Source: an optimization exercise on an open RTL-to-GDS flow (aim: small area, a short achievable clock period and few clock cycles). Production flows keep margins and buffers that such runs may drop.
Only simulation tests tie the RTL to the original design; equivalence was not proved.
Power and IR drop assume default switching activity.

==> run.sh <==
#!/bin/bash
# synth_recipe.tcl (not shown) runs the flow's synth.tcl, then flattens the netlist and writes it again
# the make line also repeats each setting of config.mk as NAME=value (left out here)
make -C /OpenROAD-flow-scripts/flow DESIGN_CONFIG=/design/flow/config.mk WORK_HOME=/design/flow/orfs CLKGATE_MAP_FILE= SYNTH_SCRIPT=/design/flow/synth_recipe.tcl finish
==> constraint.sdc <==
create_clock -name core_clock -period 8.0 [get_ports {clk}]
set_input_delay 1.6000 -clock core_clock [delete_from_list [all_inputs] [get_ports {clk}]]
set_output_delay 1.6000 -clock core_clock [all_outputs]
set_load 0.01 [all_outputs]
==> design.v <==
module pi_dma (
    input  wire        clk,
    input  wire        rst,             
    input  wire        reg_valid,
    input  wire        reg_we,
    input  wire [3:0]  reg_idx,         
    input  wire [31:0] reg_wdata,
    output wire        reg_ready,
    output reg         reg_rvalid,
    output reg  [31:0] reg_rdata,
    output reg         irq_out,
    input  wire [31:0] image_size,
    output wire        sys_req,
    output wire        sys_we,
    output wire [19:0] sys_addr,
    output wire [63:0] sys_wdata,
    output wire [7:0]  sys_wstrb,
    input  wire        sys_gnt,
    input  wire        sys_rvalid,
    input  wire [63:0] sys_rdata,
    output wire        st_req,
    output wire        st_we,
    output wire [11:0] st_addr,
    output wire [63:0] st_wdata,
    output wire [7:0]  st_wstrb,
    input  wire        st_gnt,
    input  wire        st_rvalid,
    input  wire [63:0] st_rdata,
    output wire        im_req,
    output wire [24:0] im_addr,
    input  wire        im_gnt,
    input  wire        im_rvalid,
    input  wire [63:0] im_rdata
);
    reg [31:0] r_dram, r_cart, r_rdlen, r_wrlen;
    reg [31:0] r_rsv [0:7];             
    reg        busy;
    reg [1:0]  ph;                      
    reg        dir;                     
    reg [3:0]  rd_idx;
    assign reg_ready = !busy;
    wire take = reg_valid && !busy;
    wire wr   = take && reg_we;
    wire trig = wr && (reg_idx == 4'd2 || reg_idx == 4'd3);
    wire clr_all = wr && reg_idx == 4'd4 && reg_wdata[0];
    reg [28:0] isz_q;
    reg [24:0] room_q;
    wire [27:0] a28     = r_cart[27:0];
    wire        is_st   = a28[27];
    wire        is_rsv  = !a28[27] && a28[26] && a28[24];
    wire        im_past = {1'b0, a28} >= isz_q;
    wire [28:0] im_room = isz_q - {1'b0, a28};
    wire [15:0] st_room = 16'h8000 - {1'b0, a28[14:0]};
    always @(posedge clk) begin
        isz_q  <= image_size[28:0];
        room_q <= is_st   ? {9'd0, st_room} :
                  is_rsv  ? 25'h1FFFFFF :
                  im_past ? 25'd0 :
                  (im_room[28:25] != 4'd0) ? 25'h1FFFFFF : im_room[24:0];
    end
    reg [24:0] n_q;                     
    reg        copy;                    
    reg [1:0]  src;                     
    reg [2:0]  slo, dlo;                
    reg [2:0]  rot;                     
    reg        late;                    
    reg        s_hi, d_hi;              
    reg [25:0] rd_ptr;                  
    reg [25:0] ap;                      
    reg [19:0] dout;                    
    reg        rq;                      
    reg        wp;                      
    reg [7:0]  wstrb;
    reg [1:0]  ocnt;                    
    reg [1:0]  dcnt;                    
    reg [1:0]  ri;                      
    reg        arr_first, emit_first, arr_done, emit_done;
    reg [63:0] cur;                     
    reg [55:0] prv;                     
    wire src_sys = (src == 2'd0);
    wire src_st  = (src == 2'd1);
    wire src_im  = (src == 2'd2);
    wire r_gnt = src_sys ? sys_gnt : src_st ? st_gnt : im_gnt;
    wire r_val = src_sys ? sys_rvalid : src_st ? st_rvalid : im_rvalid;
    wire [63:0] r_data = src_sys ? sys_rdata : src_st ? st_rdata : im_rdata;
    wire w_gnt = dir ? sys_gnt : st_gnt;
    wire g      = rq && r_gnt;          
    wire w_done = wp && w_gnt;          
    wire w_free = !wp || w_gnt;
    wire [28:0] end_sys = {5'd0, r_dram[23] ^ (dir ? d_hi : s_hi), r_dram[22:0]};
    wire [28:0] end_st  = {13'd0, r_cart[15] ^ (dir ? s_hi : d_hi), r_cart[14:0]};
    wire [28:0] end_im  = {r_cart[28] ^ s_hi, r_cart[27:0]};
    wire [28:0] s_end   = src_sys ? end_sys : src_st ? end_st : end_im;
    wire [28:0] d_end   = dir ? end_sys : end_st;
    wire [25:0] rd_nx  = rd_ptr + {25'd0, g};
    wire [1:0]  ri_nx  = (ri == 2'd3) ? ri : ri + {1'b0, g};
    wire [21:0] len_a  = {1'b0, (dir ? r_wrlen[23:3] : r_rdlen[23:3])};
    wire [21:0] room_w = room_q[24:3];
    wire        len_ge = len_a >= room_w;                       
    wire [3:0]  k1     = 4'd8 - {1'b0, slo};                    
    wire        ph1_n1 = (room_q[24:4] != 21'd0 || room_q[3:0] > k1) &&
                         !(len_a == 22'd0 && slo == 3'd0);
    wire [4:0]  k2     = 5'd16 - {2'd0, slo};                   
    wire        ph2_n1 = (n_q[24:4] != 21'd0) || (n_q[3:0] > k1);
    wire        ph2_n2 = (n_q[24:5] != 20'd0) || (n_q[4:0] > k2);
    wire        need_e = ({rd_nx, 3'd0} < s_end);
    wire        need   = (ph == 2'd1) ? (ri_nx == 2'd0 || (ri_nx == 2'd1 && ph1_n1)) :
                         (ph == 2'd2) ? (ri_nx == 2'd0 || (ri_nx == 2'd1 && ph2_n1) ||
                                         (ri_nx == 2'd2 && ph2_n2)) :
                         need_e;
    wire        arrive = busy && copy && r_val;
    wire        keep   = arrive && (dcnt == 2'd0);
    wire        absorb = keep && w_free;
    wire        drop   = keep && !w_free;
    wire [25:0] ap_nx  = ap + 26'd1;
    wire        last_a = (ph == 2'd2) ? ({22'd0, slo} + n_q <= 25'd8)
                                      : !({ap_nx, 3'd0} < s_end);
    wire [4:0]  nd_t   = {2'd0, dlo} + {2'd0, n_q[2:0]} + 5'd7;
    wire [4:0]  ns_t   = {2'd0, slo} + {2'd0, n_q[2:0]} + 5'd7;
    wire        flush_need = (nd_t[4:3] + {1'b0, late}) != ns_t[4:3];
    wire        em_arr = absorb && !(arr_first && late);
    wire        em_fl  = arr_done && !emit_done && flush_need && w_free;
    wire        emit   = em_arr || em_fl;
    wire        em_last = em_fl || (em_arr && last_a && !flush_need);
    wire [7:0]  fmask = 8'hFF << dlo;
    wire [2:0]  le    = dlo + n_q[2:0] - 3'd1;
    wire [7:0]  lmask = 8'hFF >> (3'd7 - le);
    wire [127:0] r_dd = {r_data, r_data};
    wire [63:0]  r_rot = r_dd[8*rot +: 64];
    wire [7:0]  psel = (rot == 3'd0) ? 8'h00 : (8'hFF >> rot);
    wire [63:0] wdat;
    genvar gb;
    generate
        for (gb = 0; gb < 8; gb = gb + 1) begin : g_lane
            if (gb < 7) begin : g_p
                assign wdat[8*gb +: 8] = psel[gb] ? prv[8*gb +: 8] : cur[8*gb +: 8];
            end else begin : g_c
                assign wdat[8*gb +: 8] = cur[8*gb +: 8];
            end
        end
    endgenerate
    wire fin = busy && (ph != 2'd1) &&
               (!copy || (emit_done && w_free && !emit)) &&
               (ocnt == 2'd0 || (ocnt == 2'd1 && r_val && !g));
    assign sys_req   = dir ? wp : (rq && src_sys);
    assign sys_we    = dir;
    assign sys_addr  = dir ? dout : rd_ptr[19:0];
    assign sys_wdata = wdat;
    assign sys_wstrb = wstrb;
    assign st_req    = dir ? (rq && src_st) : wp;
    assign st_we     = !dir;
    assign st_addr   = dir ? rd_ptr[11:0] : dout[11:0];
    assign st_wdata  = wdat;
    assign st_wstrb  = wstrb;
    assign im_req    = rq && src_im;
    assign im_addr   = rd_ptr[24:0];
    always @(*) begin
        case (rd_idx)
            4'd0:  reg_rdata = r_dram;
            4'd1:  reg_rdata = r_cart;
            4'd2:  reg_rdata = r_rdlen;
            4'd3:  reg_rdata = r_wrlen;
            4'd5:  reg_rdata = r_rsv[0];
            4'd6:  reg_rdata = r_rsv[1];
            4'd7:  reg_rdata = r_rsv[2];
            4'd8:  reg_rdata = r_rsv[3];
            4'd9:  reg_rdata = r_rsv[4];
            4'd10: reg_rdata = r_rsv[5];
            4'd11: reg_rdata = r_rsv[6];
            4'd12: reg_rdata = r_rsv[7];
            default: reg_rdata = 32'd0;
        endcase
    end
    integer i;
    always @(posedge clk) begin
        if (rst || clr_all) begin
            r_dram <= 32'd0; r_cart <= 32'd0; r_rdlen <= 32'd0; r_wrlen <= 32'd0;
            for (i = 0; i < 8; i = i + 1) r_rsv[i] <= 32'd0;
        end else if (wr) begin
            case (reg_idx)
                4'd0:  r_dram   <= reg_wdata;
                4'd1:  r_cart   <= reg_wdata;
                4'd2:  r_rdlen  <= reg_wdata;
                4'd3:  r_wrlen  <= reg_wdata;
                4'd5:  r_rsv[0] <= reg_wdata;
                4'd6:  r_rsv[1] <= reg_wdata;
                4'd7:  r_rsv[2] <= reg_wdata;
                4'd8:  r_rsv[3] <= reg_wdata;
                4'd9:  r_rsv[4] <= reg_wdata;
                4'd10: r_rsv[5] <= reg_wdata;
                4'd11: r_rsv[6] <= reg_wdata;
                4'd12: r_rsv[7] <= reg_wdata;
                default: ;
            endcase
        end else if (busy && ph == 2'd2) begin
            r_dram <= r_dram + {7'd0, n_q};
            r_cart <= r_cart + {7'd0, n_q};
        end
    end
    always @(posedge clk) begin
        if (rst) begin
            busy <= 1'b0; ph <= 2'd0; irq_out <= 1'b0; reg_rvalid <= 1'b0;
            rq <= 1'b0; wp <= 1'b0; ocnt <= 2'd0; dcnt <= 2'd0;
            copy <= 1'b0;
        end else begin
            reg_rvalid <= take && !reg_we;
            if (wr && reg_idx == 4'd4 && reg_wdata[1]) irq_out <= 1'b0;
            if (trig) begin
                busy <= 1'b1;
                ph   <= 2'd1;
                copy <= is_st || (!is_rsv && !im_past && reg_idx[0]);
                rq   <= is_st || (!is_rsv && !im_past && reg_idx[0]);
            end else if (busy) begin
                if (ph != 2'd3) ph <= ph + 2'd1;
                ocnt <= ocnt + {1'b0, g} - {1'b0, arrive};
                rq   <= copy && need && !(ocnt + {1'b0, g} - {1'b0, arrive} == 2'd2) && !drop;
                if (arrive && dcnt != 2'd0) dcnt <= dcnt - 2'd1;
                if (drop) dcnt <= ocnt - 2'd1 + {1'b0, g};
                if (emit) wp <= 1'b1;
                else if (w_done) wp <= 1'b0;
                if (fin) begin
                    busy    <= 1'b0;
                    ph      <= 2'd0;
                    irq_out <= 1'b1;
                    rq      <= 1'b0;
                end
            end
        end
    end
    always @(posedge clk) begin
        if (take && !reg_we) rd_idx <= reg_idx;
        if (trig) begin
            dir  <= reg_idx[0];
            src  <= !reg_idx[0] ? 2'd0 : is_st ? 2'd1 : 2'd2;
            slo  <= reg_idx[0] ? r_cart[2:0] : r_dram[2:0];
            dlo  <= reg_idx[0] ? r_dram[2:0] : r_cart[2:0];
            rot  <= reg_idx[0] ? (r_cart[2:0] - r_dram[2:0]) : (r_dram[2:0] - r_cart[2:0]);
            late <= reg_idx[0] ? (r_cart[2:0] > r_dram[2:0]) : (r_dram[2:0] > r_cart[2:0]);
            rd_ptr <= !reg_idx[0] ? {6'd0, r_dram[22:3]} :
                      is_st ? {14'd0, r_cart[14:3]} : {1'b0, r_cart[27:3]};
            ap     <= !reg_idx[0] ? {6'd0, r_dram[22:3]} :
                      is_st ? {14'd0, r_cart[14:3]} : {1'b0, r_cart[27:3]};
            dout   <= reg_idx[0] ? (r_dram[22:3] - 20'd1) : ({8'd0, r_cart[14:3]} - 20'd1);
            ri <= 2'd0;
            arr_first <= 1'b1; emit_first <= 1'b1; arr_done <= 1'b0; emit_done <= 1'b0;
        end else begin
            if (ph == 2'd1) n_q <= len_ge ? room_q : {len_a + 22'd1, 3'd0};
            if (ph == 2'd2) begin
                s_hi <= src_sys ? r_dram[23] : src_st ? r_cart[15] : r_cart[28];
                d_hi <= dir ? r_dram[23] : r_cart[15];
            end
            ri <= ri_nx;
            rd_ptr <= drop ? ap : rd_nx;
            if (absorb) begin
                cur <= r_rot;
                prv <= cur[55:0];
                ap  <= ap_nx;
                arr_first <= 1'b0;
                if (last_a) arr_done <= 1'b1;
            end else if (em_fl) begin
                prv <= cur[55:0];
            end
            if (emit) begin
                dout  <= dout + 20'd1;
                wstrb <= (emit_first ? fmask : 8'hFF) & (em_last ? lmask : 8'hFF);
                emit_first <= 1'b0;
                if (em_last) emit_done <= 1'b1;
            end
        end
    end
endmodule
==> config.mk <==
export PLATFORM = sky130hd
export DESIGN_NAME = pi_dma
export DESIGN_NICKNAME = pi_dma
export VERILOG_FILES = /design/flow/design.v
export SDC_FILE = /design/flow/constraint.sdc
export NUM_CORES = 4
export LEC_CHECK = 0
export CAP_MARGIN = 20
export CORE_MARGIN = 2
export CORE_UTILIZATION = 40
export SLEW_MARGIN = 20
==> run summary <==
==> layer usage <==
| metal | vias to the layer above | track usage (%) | wire (um) |
|---|---|---|---|
| met3 | 303 | 5.94 | 16400 |
| met5 | - | 0 | 76 |
| met2 | 1947 | 44.7 | 72800 |
| met4 | 12 | 11.1 | 6440 |
| met1 | 18800 | 42.0 | 72500 |
| li1 | 18100 | - | - |
==> logic make-up after synthesis <==
group / synth area share, %
and+or+nand+nor: 16.5
buffers and inverters: 6.07
DFF: 38.1
xor gates and xnor gates: 3.81
adders and majority gates: 6.32
muxes: 10.7
AOI/OAI and AO/OA: 18.4
==> final cells by class <==
cell class / instances / area (sq um)
inverters: 147 / 552
clock inverters: 34 / 279
well taps: 1391 / 1740
flip-flops and latches: 700 / 16200
repair buffers: 588 / 5710
diodes: 6 / 15.0
clock buffers: 113 / 2290
fillers: 10100 / 54600
multi-input cells: 3663 / 23800
==> Yosys cell counts (all sizes together) (22+ instances only) <==
| master | instances |
|---|---|
| a211oi | 36 |
| a21o | 57 |
| a21oi | 525 |
| a221oi | 101 |
| a22o | 96 |
| a31oi | 51 |
| and3 | 49 |
| buf | 152 |
| clkbuf | 279 |
| dfxtp | 482 |
| edfxtp | 218 |
| ha | 204 |
| inv | 147 |
| mux2 | 98 |
| mux2i | 345 |
| nand2 | 881 |
| nand2b | 22 |
| nand3 | 137 |
| nand4 | 36 |
| nor2 | 249 |
| nor2b | 36 |
| nor3 | 79 |
| nor4 | 32 |
| o211ai | 36 |
| o21a | 27 |
| o21ai | 170 |
| xnor2 | 105 |
| xor2 | 80 |
==> critical path, delay by kind of cell <==
kind,cells,cell delay (ps)
XOR/XNOR,1,220
buffers and inverters,2,750
AO/OA/AOI/OAI,8,1410
multiplexers,1,80
AND/OR/NAND/NOR,8,1760
adder cells (fa/ha/maj),2,540
==> worst max path at each step <==
stage               startpoint            to  slack (ps)  cells after the start
floorplan               n_q[1]        prv[0]         890                     12
global placement       sys_gnt            rq        1590                     22
detailed placement      st_gnt            rq        1570                     22
CTS                     rot[0]  st_wdata[50]        1930                      8
global route            st_gnt            rq        1800                     22
finish                  st_gnt            rq        2220                     22
==> report_power, final <==
| group | switching (mW) | internal, mW | total [mW] |
|---|---|---|---|
| Sequential | 0.0829 | 3.72 | 3.80 |
| Combinational | 0.525 | 0.412 | 0.938 |
| Clock | 1.58 | 2.07 | 3.65 |
==> state kept, by name, summed over array words and instances, names as in the netlist, 3 cells and up <==
| signal | count |
|---|---|
| room_q | 25 |
| n_q | 25 |
| cur | 64 |
| prv | 56 |
| isz_q | 29 |
| r_rdlen | 32 |
| r_cart | 32 |
| dlo | 3 |
| dout | 20 |
| ap | 26 |
| wstrb | 8 |
| r_rsv | 256 |
| r_dram | 32 |
| rd_idx | 4 |
| slo | 3 |
| r_wrlen | 32 |
| rd_ptr | 26 |
| rot | 3 |
==> per-stage QoR <==
stage               area [sq um]  total power [mW]
finish                     50600              8.39
global route               50600              8.66
CTS                        50600              8.42
detailed placement         48000              4.79
global placement           48000              4.79
floorplan                  42500              4.37
==> cells in the final DEF (no fill, tap or decap), types with 105 or more instances in the layout <==
| master | n |
|---|---|
| o21ai_0 | 136 |
| ha_1 | 204 |
| xnor2_1 | 105 |
| a21oi_1 | 523 |
| edfxtp_1 | 218 |
| nand3_1 | 134 |
| clkdlybuf4s50_1 | 506 |
| mux2i_1 | 345 |
| nor2_1 | 237 |
| inv_1 | 142 |
| dfxtp_1 | 482 |
| nand2_1 | 875 |
==> run summary <==
status: timing/DRC/antenna clean
Worst-path clk slew: 60 ps
Min-Delay Path Depth: 0
root buffer cell: clkbuf_16
drt first pass iters: 8
Top cell by count, worst path: a21o_1
crit end category: register
core region area: 105000 sq um
die area: 109000 sq um
RSZ-0062 raised after global routing: false
Die Ht: 330 um
R2R Path End: rq
port bufs: 507
Die X: 330 um
asr flop ratio synth: 0%
crit-path cells: clkdlybuf4s50_1 -> mux2i_1 -> nand2_1 -> o211ai_1 -> inv_1 -> ha_1 -> nand4_1 -> nor3_1 -> nand3_1 -> nor2_1 -> nand2_1 -> xnor2_1 -> ha_1 -> a21o_1 -> a21o_1 -> a21o_1 -> a21o_1 -> a21oi_1 -> o21ai_0 -> nor4_1 -> nor4_1 -> o32ai_1
placed cell count: 6488
clk buf depth: 3
Hold Slack: 440 ps
top area cells in the synthesized netlist: dfxtp_1 (23%), edfxtp_1 (15%), mux2i_1 (8.1%)
GP Congestion: 0.971
Final Critical Period: 5780 ps
prevailing post-synth register cell: dfxtp_1
Avg Cell Area, Syn: 8.60 sq um
CTS buffer count: 80
setup ws final: 2220 ps
# hold bufs at CTS: 0
data arrival time of the worst path: 6350 ps
Max-Cap Viols: 0
count of pins over their slew limit: 0
Total Routing Usage GR: 29.7%
VDD IR max: 0.168 mV
Crit Path Max Fanout: 4
Util after Layout: 48.1%
initial antenna violation count: 12
DRT iter0 DRCs: 4680
Worst slew margin: 24.5%
Post-synth EDFFs: 218
drt total wl: 168000 um
biggest area consumer among synthesized cells: dfxtp_1
Final Setup Violations: 0
TritonCTS clock tree: built
grt total ovfl: 0
WL per Instance: 25.3 um
ANT nets after route: 0
pre-CTS setup slack: 1570 ps
Synth top area share: 22.7%
reg-to-reg slack, setup: 2740 ps
syn nets: 5421
post-CTS sizing: 0
Vias/cell: 5.90
Post-Syn Area: 42500 sq um
io pins: 511
min-delay src: cur[0]
post-route clock period utilization: 72.2%
largest net degree at the start of global routing: 100
Starting Density: 40.3%
via count: 39.2k
max incr delay on CP: 490 ps
synth warn: 2
r2r worst-path depth: 21
Worst Setup Start Kind: input pin
CP Class: in -> reg
Max Clock Skew: 28.6 ps
H-tree depth: 3
share of cells above drive strength 1: 7.09%
first-pass GRT wire length: 242000 um
Reg-to-Reg Start: src[0]
data required time at the worst endpoint: 8570 ps
Final #Nets: 5660
Cells after Synth: 4941
Final Hold Vio Count: 0
Hold EP: prv[0]
Yosys cell types: 93
DRC Markers: 0
number of global-route vias before repair: 35.9k
register area share after synthesis: 38.1%
setup TNS: 0 ps
clock sinks: 700
latest clock arrival within the worst-skew pair: 670 ps
slowest CP cell: clkdlybuf4s50_1
Cell Count, Final, Fillers Out: 6642
setup bufs post-CTS: 0
# rows: 119
FMAX: 0.173 GHz
DPL Wire Length: 121000 um
flops & latches, synth: 700
PD cells: 166 nW/um^2
worst-margin pin slew: 1130 ps
Area Growth Syn to Fin: 19.2%
Hold Path Class: reg -> reg
leakage: 19.7 nW
Testbench counts, summed over its fixed seeds: cycles 10,758.

what the ideal ports hide:
The results above use ideal ports. As a check the final layout listed here was re-extracted and re-timed, cells and wires unchanged.
Step 1: set_driving_cell puts a clkbuf_16 on clk and a buf_2 on each other input, an assumption about the parent block.
Step 2 times the ports against the registers' clock, not the clock port: input delays grow and output delays shrink by t, the midpoint of the rising clock arrivals with the driver on.
a / b / c = ideal ports / drivers / drivers and shift; a / b = the first two.
shift t [ns]: 0.733
setup WS [ns]: 2.224 / 2.265 / 1.532
worst hold slack (ns): 0.440 / 0.440 / 0.440
slew at the worst register clock pin (ns): 0.07 / 0.07
After both steps this run still meets setup and hold. The setup slack of this run moves by +0.041 ns with the drivers and by -0.692 ns with both steps.
